This design comes from an exercise in tuning for small area, a short achievable clock period and few clock cycles on the open sky130 flow, not from production work.
No functional check of the RTL was part of this run.
No activity file was given, so power comes from the tool's default toggle rates.

==> flow/design.v <==
module tp_core (
    input  wire        clk,
    input  wire        rst,
    input  wire        in_valid,
    input  wire [7:0]  in_data,
    input  wire        in_last,
    output reg         in_ready,
    output reg         bit_valid,
    output reg         bit_data,
    output reg         pm_valid,
    output wire [7:0]  pm_pos,
    output wire [31:0] pm_obs,
    output reg  [5:0]  pm_obsn,
    output reg  [4:0]  pm_score,
    output reg         fr_valid,
    output reg  [7:0]  fr_start,
    output wire [7:0]  fr_end,
    output reg         done,
    output reg  [9:0]  marker_count,
    output wire [7:0]  bit_count,
    output reg  [2:0]  frame_count,
    output reg  [7:0]  frame_min_len,
    output reg  [7:0]  frame_max_len,
    output reg  [7:0]  pm_count,
    output reg         diag
);
    localparam [31:0] SYNCW = 32'hC3A55A1E;   
    localparam integer NG   = 86;             
    reg       i_v;
    reg [1:0] i_s;                  
    reg       i_last;
    reg       rst_q;                
    wire accept = in_valid & in_ready;
    reg            pv;              
    reg            nz;              
    reg            ph;              
    reg  [1:0]     ts;
    reg  [3:0]     cs;
    reg  [6:0]     hd;
    reg  [3:0]     hl;              
    reg  [1:0]     hs;
    reg  [4:0]     g [0:NG-1];
    wire       mk   = i_s[0] & i_s[1];
    wire       push = i_v & ~mk & (ts == 2'd2);
    wire       adv  = nz & ~ph;
    wire [4:0] gnew = {1'b0, cs} + (i_s[1] ? 5'd18 : i_s[0] ? 5'd9 : 5'd0);
    wire [3:0] csn  = (ts == 2'd0) ? {2'b00, i_s} :
                      cs + (i_s[1] ? 4'd6 : i_s[0] ? 4'd3 : 4'd0);
    wire [4:0] ge [0:127];
    genvar gi;
    generate
        for (gi = 0; gi < 128; gi = gi + 1) begin : gext
            if (gi == 0)       assign ge[gi] = {1'b0, cs};
            else if (gi <= NG) assign ge[gi] = g[gi-1];
            else               assign ge[gi] = 5'd0;
        end
    endgenerate
    reg  [4:0] gmid;
    integer gx;
    always @(*) begin
        gmid = 5'd0;
        for (gx = 0; gx <= NG; gx = gx + 1)
            gmid = gmid | (ge[gx] & {5{hl[gx % 4] & (hd[6:2] == gx / 4)}});
    end
    wire [6:0] hd_n = (rst_q | (i_v & (mk | i_last))) ? 7'd0 :
                      push                                ? hd + 7'd1 :
                      (i_v & ~mk & adv & (hs == 2'd2))    ? hd - 7'd1 : hd;
    reg       rd_v;
    reg [4:0] rd_g;
    reg [1:0] rd_hs;
    reg       rd_last;
    integer k;
    always @(posedge clk) begin
        if (push) begin
            g[0] <= gnew;
            for (k = 1; k < NG; k = k + 1)
                g[k] <= g[k-1];
        end
    end
    always @(posedge clk) begin
        rd_g  <= gmid;
        rd_hs <= hs;
        if (i_v & ~mk) begin
            cs <= csn;
            ts <= (ts == 2'd2) ? 2'd0 : ts + 2'd1;
            nz <= 1'b1;
            ph <= ~ph;
            if (adv)
                hs <= (hs == 2'd2) ? 2'd0 : hs + 2'd1;
        end
        if (rst_q) begin
            pv <= 1'b0;
            rd_v <= 1'b0;
            rd_last <= 1'b0;
        end else begin
            rd_v    <= i_v & mk & pv & nz;
            rd_last <= i_v & i_last;
            if (i_v & mk)
                pv <= 1'b1;
            if (i_v & i_last)
                pv <= 1'b0;
        end
        if (rst_q || (i_v & (mk | i_last))) begin
            nz <= 1'b0;
            ph <= 1'b0;
            ts <= 2'd0;
            hs <= 2'd0;
        end
        hd <= hd_n;
        hl <= 4'b0001 << hd_n[1:0];
    end
    wire dz0 = (rd_g == 5'd2) | (rd_g == 5'd5) | (rd_g == 5'd8) | (rd_g == 5'd11) | (rd_g == 5'd14) | (rd_g == 5'd17) | (rd_g == 5'd20) | (rd_g == 5'd23) | (rd_g == 5'd26);    
    wire do0 = (rd_g == 5'd1) | (rd_g == 5'd4) | (rd_g == 5'd7) | (rd_g == 5'd10) | (rd_g == 5'd13) | (rd_g == 5'd16) | (rd_g == 5'd19) | (rd_g == 5'd22) | (rd_g == 5'd25);    
    wire dz1 = (rd_g == 5'd6) | (rd_g == 5'd7) | (rd_g == 5'd8) | (rd_g == 5'd15) | (rd_g == 5'd16) | (rd_g == 5'd17) | (rd_g == 5'd24) | (rd_g == 5'd25) | (rd_g == 5'd26);    
    wire do1 = (rd_g == 5'd3) | (rd_g == 5'd4) | (rd_g == 5'd5) | (rd_g == 5'd12) | (rd_g == 5'd13) | (rd_g == 5'd14) | (rd_g == 5'd21) | (rd_g == 5'd22) | (rd_g == 5'd23);    
    wire dz2 = (rd_g == 5'd18) | (rd_g == 5'd19) | (rd_g == 5'd20) | (rd_g == 5'd21) | (rd_g == 5'd22) | (rd_g == 5'd23) | (rd_g == 5'd24) | (rd_g == 5'd25) | (rd_g == 5'd26);    
    wire do2 = (rd_g == 5'd9) | (rd_g == 5'd10) | (rd_g == 5'd11) | (rd_g == 5'd12) | (rd_g == 5'd13) | (rd_g == 5'd14) | (rd_g == 5'd15) | (rd_g == 5'd16) | (rd_g == 5'd17);    
    wire dig2 = (rd_hs == 2'd0) ? dz0 : (rd_hs == 2'd1) ? dz1 : dz2;
    wire dig1 = (rd_hs == 2'd0) ? do0 : (rd_hs == 2'd1) ? do1 : do2;
    reg r_last;
    always @(posedge clk) begin
        bit_data <= dig2;
        if (rst_q) begin
            bit_valid <= 1'b0;
            r_last    <= 1'b0;
        end else begin
            bit_valid <= rd_v & (dig2 | dig1);
            r_last    <= rd_last;
        end
    end
    reg  [31:0] win;                
    reg         fl;                 
    reg         cl;                 
    reg         hw;                 
    reg         fopen;
    reg         fup;                
    reg  [7:0]  flen;               
    reg  [7:0]  pos;                
    reg         lpend;              
    reg         m1, m2, m3, m4;     
    assign pm_obs = win;
    assign fr_end = pos;
    assign pm_pos = pos;
    assign bit_count = pos;       
    wire        clr    = done | rst_q;    
    wire        sh_r   = bit_valid & ~rst_q;
    wire        shift  = (bit_valid | fl) & ~rst_q;
    wire        qv     = ~clr & (hw | (pos == 8'hFF));
    wire        wbusy  = fl | cl | done;
    wire        wlast  = r_last | lpend;
    wire [23:0] dnext = win[29:6] ^ SYNCW[31:8];
    reg  [2:0]  ps [0:3];
    integer pj;
    always @(posedge clk) begin
        if (shift)
            for (pj = 0; pj < 4; pj = pj + 1)
                ps[pj] <= {2'd0, dnext[6*pj]}   + {2'd0, dnext[6*pj+1]} + {2'd0, dnext[6*pj+2]}
                        + {2'd0, dnext[6*pj+3]} + {2'd0, dnext[6*pj+4]} + {2'd0, dnext[6*pj+5]};
    end
    wire [4:0]  ndiff = ({2'd0, ps[0]} + {2'd0, ps[1]}) + ({2'd0, ps[2]} + {2'd0, ps[3]});
    wire        hit   = (ndiff <= 5'd4);
    wire        exact = sh_r & qv & ({win[30:0], bit_data} == SYNCW) & (~fo0 | (flen >= 8'd32));
    wire [2:0]  fc0   = clr ? 3'd0 : frame_count;
    wire        fo0   = clr ? 1'b0 : fopen;
    wire        femit = (exact | cl) & fo0;       
    wire        nmin  = (fc0 == 3'd0) | (flen < frame_min_len);
    wire        nmax  = (fc0 == 3'd0) | (flen > frame_max_len);
    wire        c24   = cl & ~shift & ~clr;
    always @(posedge clk) begin
        win      <= ({win[30:0], sh_r & bit_data} & {32{shift}}) | (win & {32{~shift}});
        pm_score <= 5'd24 - ndiff;
        fr_start <= (pos & {8{fup}}) | (fr_start & {8{~fup}});
        if (rst_q) begin
            fl            <= 1'b0;
            cl            <= 1'b0;
            done          <= 1'b0;
            pm_valid      <= 1'b0;
            fr_valid      <= 1'b0;
            fup           <= 1'b0;
            lpend         <= 1'b0;
            {m1, m2, m3, m4} <= 4'd0;
        end else begin
            done     <= cl;
            cl       <= fl & (pm_obsn == 6'd25);
            pm_valid <= shift & qv & hit;
            fr_valid <= femit;
            fup      <= exact;
            {m1, m2, m3, m4} <= {i_v & mk, m1, m2, m3};
            if (wlast & ~wbusy)
                fl <= 1'b1;
            else if (fl & (pm_obsn == 6'd25))
                fl <= 1'b0;
            lpend <= wlast & wbusy;
            if (exact)
                flen <= 8'd1;
            else if (sh_r)
                flen <= flen + 8'd1;
            else if (fl && pm_obsn == 6'd32)
                flen <= flen + 8'd31;
        end
        marker_count <= (clr ? 10'd0 : marker_count) + {9'd0, m4 & ~rst_q};
        pm_count     <= (clr ? 8'd0 : pm_count) + {7'd0, pm_valid & ~rst_q};
        pm_obsn <= clr ? 6'd32 : pm_obsn - {5'd0, fl};
        if (shift)
            hw <= qv;
        else if (clr)
            hw <= 1'b0;
        pos <= (clr ? 8'd224 : pos) + {3'd0, c24, c24, 2'd0, shift};
        fopen <= exact ? 1'b1 : (cl ? 1'b0 : fo0);
        frame_count <= fc0 + {2'd0, femit};
        frame_min_len <= (flen & {8{femit & nmin}}) | (frame_min_len & {8{~(femit & nmin) & ~clr}});
        frame_max_len <= (flen & {8{femit & nmax}}) | (frame_max_len & {8{~(femit & nmax) & ~clr}});
        diag <= (cl & (pos != 8'd232) & (frame_count == 3'd0) & ~fopen) | (~cl & diag);
    end
    always @(posedge clk) begin
        i_s    <= in_data[1:0];
        i_last <= in_last;
        rst_q  <= rst;
        i_v    <= accept & ~rst_q;
        in_ready <= ~rst & (rst_q | (((fl & (pm_obsn == 6'd29)) | in_ready) & ~(accept & in_last)));
    end
endmodule
==> flow/flow/run.sh <==
#!/bin/bash
# Standard ORFS layout, with timing repair aiming at a larger setup margin.
set -euo pipefail
bash standard.sh SETUP_SLACK_MARGIN=6.8 finish > standard_flow.log 2>&1
==> flow/standard.sh <==
#!/bin/bash
# synth_recipe.tcl (not shown) runs the flow's synth.tcl, then flattens the netlist and writes it again
# the make line also repeats each setting of config.mk as NAME=value (left out here)
make -C /OpenROAD-flow-scripts/flow DESIGN_CONFIG=/design/flow/config.mk WORK_HOME=/design/flow/orfs CLKGATE_MAP_FILE= SYNTH_SCRIPT=/design/flow/synth_recipe.tcl "${@:-finish}"
==> flow/config.mk <==
export PLATFORM = sky130hd
export DESIGN_NAME = tp_core
export DESIGN_NICKNAME = tp_core
export VERILOG_FILES = /design/flow/design.v
export SDC_FILE = /design/flow/constraint.sdc
export NUM_CORES = 4
export LEC_CHECK = 0
export CAP_MARGIN = 20
export CORE_MARGIN = 2
export CORE_UTILIZATION = 40
export CTS_CLUSTER_DIAMETER = 60
export CTS_CLUSTER_SIZE = 20
export SLEW_MARGIN = 20
==> flow/constraint.sdc <==
create_clock -name core_clock -period 10.0 [get_ports {clk}]
set_input_delay 2.0000 -clock core_clock [delete_from_list [all_inputs] [get_ports {clk}]]
set_output_delay 2.0000 -clock core_clock [all_outputs]
set_load 0.01 [all_outputs]
==> summary.txt <==
CTS:
- For this design, the CTS-stage hold fixing added 0 buffers.
- The clock slew at the register clock pins of the worst setup and hold paths is roughly 0.08 ns.
- The TritonCTS sink count is 600.
- The number of H-tree levels is 2.
- The clock latency of the later-clocked register in the worst-skew pair is approximately 0.63 ns.
- The tree is rooted in a sky130_fd_sc_hd__clkbuf_16.
- The longest clock path from root to sink contains 3 buffers.
- TritonCTS built the clock tree.
- The number of CTS-inserted buffers is 46.

Setup path:
- The largest stage delay on the critical path is roughly 0.46 ns.
- The slowest library cell on the worst path is sky130_fd_sc_hd__edfxtp_1.
- Walking the worst path, the cells encountered are buf_2.
- The worst register-to-register path has a setup slack of slightly below 7 ns.
- The launching point of the worst reg2reg path is hd[6].
- STA classifies the critical path endpoint as an output port.
- The critical setup path kind is flip-flop to output port.
- In this design, the largest share of critical-path delay is due to flip-flops.
- The startpoint kind of the worst setup timing path is a flip-flop.
- Data on the critical path arrives at its endpoint at between 1 and 1.5 ns.
- The number of cells traversed by the worst register-to-register path is 8.
- The required time of the worst setup path is roughly 8.0 ns.
- In this run the worst path has a maximum fanout of 4.
- Together, buffers and inverters on the worst path number 1.
- In this run the critical register-to-register path is captured at rd_g[2].

Global route:
- The total routing resource utilization after global routing is 0.221.
- The number of antenna violations at the first check in global routing was 2.
- The first global-routing pass estimated ~100,000 um of wire.
- The via count of the first global-routing pass is roughly 16,000.
- The overall overflow remaining after global route is 0.
- The largest net degree at the start of global routing is between 100 and 150.

Floorplan:
- In this run the horizontal extent of the chip is around 250 um.
- For this design the top-level I/O count stands at around 130.
- The floorplan step set the die height to ~250 um.
- The area of the core is 60,500 um2.
- For this configuration, the core starts out at a cell density of 0.406.
- The floorplan step defined a die boundary enclosing 63,300 um2.
- The floorplan row count is 90.

Yosys:
- Among all cell types in the netlist, the one instantiated most often is sky130_fd_sc_hd__edfxtp_1.
- In this run, synthesis produced a sequential element count of 600.
- The Yosys step of the flow raised 3 warnings.
- The average instance area after synthesis is 14.1 um2.
- The number of enable-type register cells in the synthesized netlist is 495.
- The synthesized netlist occupies a cell area of approximately 25,000 um2.
- The area share of the leading cell type in the synthesized netlist is 0.606.
- The share of the synthesized area in compound gates (AO/OA/AOI/OAI) was 0.108.
- The fraction of synthesized area in multiplexers is 0.0129.
- In the post-synthesis netlist, the biggest area contributors are sky130_fd_sc_hd__edfxtp_1 (61%), sky130_fd_sc_hd__dfxtp_1 (8.6%), sky130_fd_sc_hd__a22oi_1 (2.4%).
- The number of standard cells after synthesis is about 1,700.
- The primary flip-flop cell chosen by synthesis mapping is sky130_fd_sc_hd__edfxtp_1.
- Counting instances in the post-synthesis netlist gives the leading cell types as sky130_fd_sc_hd__edfxtp_1 (495), sky130_fd_sc_hd__dfxtp_1 (105), sky130_fd_sc_hd__nand2_1 (84), sky130_fd_sc_hd__a22oi_1 (79), sky130_fd_sc_hd__nand3_1 (78).
- Of the total synthesized cell area, the portion taken by full adders, half adders and majority gates is 0.0411.
- The number of nets in the synthesized netlist is 1,816.
- The leading area contributor after synthesis is sky130_fd_sc_hd__edfxtp_1.
- The main combinational cell family by area after synthesis is compound AO/OA/AOI/OAI gates.
- Of the synthesized area, sequential elements account for 0.692.
- Of the total synthesized cell area, the portion taken by XOR and XNOR cells is 0.0143.
- The number of library cell types mapped by synthesis is just under 80.
- Of the total synthesized cell area, the portion taken by AND, OR, NAND and NOR gates is 0.0985.
- Of all flip-flops after synthesis, the portion carrying an async set or reset was 0.

STA:
- The number of hold violations in the final report is 0.
- The post-route setup TNS is 0 ns.
- The maximum clock rate is 0.308 GHz.
- Setup repair after global routing could not meet its margin everywhere.
- The routed design could run at a clock period as short as 3.25 ns.
- In the finished design, the share of the clock period the worst path needs comes to 0.325.
- The total of endpoints with negative setup slack in the final report is 0.
- For the pin with the worst max-slew slack, the measured transition is between 1 and 1.5 ns.
- The worst pin sits at a relative slew slack of 0.249.
- On the final layout, the worst clock skew is around 0.05 ns.
- The number of max-slew violations in the final report came to 0.

Power:
- Across the VDD grid, the largest voltage drop is between 0.1 and 0.15 mV.
- For this design the ratio of total power to cell area is ~160 nW/um2.
- The leakage power total is slightly below 0.009 uW.

Finish:
- After the last flow step, the layout net total stands at between 1,500 and 2,000.
- The cell area after layout is between 20,000 and 30,000 um2.
- Of the cells placed in the final design, the portion with a size suffix greater than 1 is 0.194.
- Relative to the synthesized area, the layout overhead comes to 14.6%.

Detailed routing:
- Wires add up to roughly 71,000 um.
- The first-iteration detailed-routing DRC count is roughly 2,200.
- The pre-antenna-repair detailed-routing pass consisted of 6 iterations.
- The average via count per standard cell is 6.07.
- In this run the remaining antenna-violating nets after routing total 0.
- The count of unresolved DRC violations after routing is 0.
- Summing over every cut layer, the via total after detailed routing is approximately 16,000.
- Dividing the detail-routed wire length by the instance count gives around 26 um.

Placement:
- The placed instances occupy a cell area of 26,500 um2.
- The count of buffers from port buffering is between 100 and 150.
- At the end of routability-driven placement, the weighted congestion stood at 0.893.
- Detailed placement finished with a half-perimeter wire length of between 40,000 and 50,000 um.

Run status:
- The run finished with no timing, DRC or antenna violations.

Min path:
- The hold path startpoint is hs[1].
- The worst hold path was traced through 0 stages.
- The type of the most critical hold path is flip-flop to flip-flop.
- For hold timing, the worst endpoint is rd_hs[1].

Flow run:
- The tool flagged a number of max-cap violations equal to 0.
flip-flops by register name, indices dropped and copies added, names as in the netlist, 2 cells and up, named ones only:
name,cells
cs,4
g,430
ps,12
pm_count,8
hd,7
frame_count,3
ts,2
frame_min_len,8
rd_hs,2
rd_g,5
pm_obsn,6
hs,2
frame_max_len,8
pm_score,5
pos,8
hl,4
i_s,2
marker_count,10
flen,8
report_power, final:
part           switching (uW)  internal (uW)  total, uW  leakage (uW)
Combinational            20.2           14.1       34.3       0.00350
Sequential               7.30           2660       2670       0.00470
Clock                     982            936       1920      0.000746
layout make-up:
type / count / area, um2
Clock inverter: 30 / 328
Multi-Input combinational cell: 953 / 6850
Timing Repair Buffer: 204 / 1380
Antenna cell: 2 / 5.00
Clock buffer: 52 / 1190
Fill cell: 5294 / 32400
Inverter: 71 / 283
Timing Repair inverter: 2 / 17.5
Sequential cell: 600 / 17100
Tap cell: 782 / 978
logic make-up (layout without fill, tap and decap cells):
logic type,Yosys count,after routing
flip-flops,600,600
multiplexers,29,29
AO/OA/AOI/OAI,369,369
XOR/XNOR,40,40
buffers and inverters,183,359
other,0,2
AND/OR/NAND/NOR,447,447
adder cells (fa/ha/maj),68,68
worst max-delay path by stage:
stage / start / endpoint / cells past startpoint
floorplan: rst_q / pos[6] / 11
global placement: hd[3] / rd_g[0] / 7
detailed placement: i_s[1] / g[12][3] / 6
CTS: flip-flop / pm_obs[14] / 1
global route: flip-flop / pm_obs[0] / 1
finish: flip-flop / pm_obs[0] / 1
cells in the final DEF (no fill, tap or decap), types with 21 or more instances in the layout:
cell type	count
sky130_fd_sc_hd__nand2_1	83
sky130_fd_sc_hd__a22o_1	23
sky130_fd_sc_hd__nor2_1	70
sky130_fd_sc_hd__o21ai_0	46
sky130_fd_sc_hd__dfxtp_2	36
sky130_fd_sc_hd__ha_1	47
sky130_fd_sc_hd__fa_1	21
sky130_fd_sc_hd__inv_1	67
sky130_fd_sc_hd__a22oi_1	79
sky130_fd_sc_hd__a21oi_1	58
sky130_fd_sc_hd__dfxtp_1	53
sky130_fd_sc_hd__buf_4	82
sky130_fd_sc_hd__edfxtp_1	495
sky130_fd_sc_hd__nor3_1	26
sky130_fd_sc_hd__buf_2	99
sky130_fd_sc_hd__clkbuf_16	47
sky130_fd_sc_hd__xnor2_1	22
sky130_fd_sc_hd__nand3_1	78
sky130_fd_sc_hd__nand4_1	30
per-layer routing:
layer | track usage | vias to the layer above | wire [um]
li1 | - | 7012 | -
met1 | 0.311 | 8258 | 29500
met2 | 0.334 | 915 | 31700
met3 | 0.0530 | 169 | 7590
met4 | 0.0793 | 2 | 2660
met5 | 0 | - | 13
per-stage QoR:
| stage | utilization | instances | hold WS (ns) | total power [uW] | setup slack, ns |
|---|---|---|---|---|---|
| after floorplan | - | 1736 | 0.372 | 2750 | 6.83 |
| after CTS | 0.463 | 2686 | 0.402 | 4660 | 6.71 |
| final | 0.465 | 2696 | 0.401 | 4620 | 6.75 |
| after global routing | 0.465 | 2694 | 0.422 | 4750 | 6.71 |
| after global placement | 0.438 | 2560 | 0.385 | 2770 | 6.29 |
| after detailed placement | 0.438 | 2560 | 0.389 | 2770 | 6.31 |
timing repair:
action,CTS,global route
cloned,2,0
pin swaps,1,0
setup buffers,42,8
endpoints found under the setup margin,356,63
gates resized for setup,544,27

-- port drivers added, routing unchanged --
Ports are ideal in the flow. The routed layout listed here was re-timed in OpenROAD.
Step 1 sets driving cells, clkbuf_16 on the clock port and buf_2 on the other inputs (assumed; they add their load-dependent delay and slew).
Step 2 times the ports against the registers' clock, not the clock port: input delays grow and output delays shrink by t, the midpoint of the rising clock arrivals with the driver on.
a / b / c = no drivers / after step 1 / after step 2; a / b = the first two.
shift t [ns]: 0.663
setup slack, ns: 6.754 / 6.695 / 6.873
worst hold slack (ns): 0.401 / 0.401 / 0.401
slew at the worst register clock pin (ns): 0.09 / 0.09
worst data-port slew with drivers (ns): 0.06
After both steps setup and hold are still met in this run. The setup slack of this run moves by -0.059 ns with the drivers and by +0.119 ns with both steps.
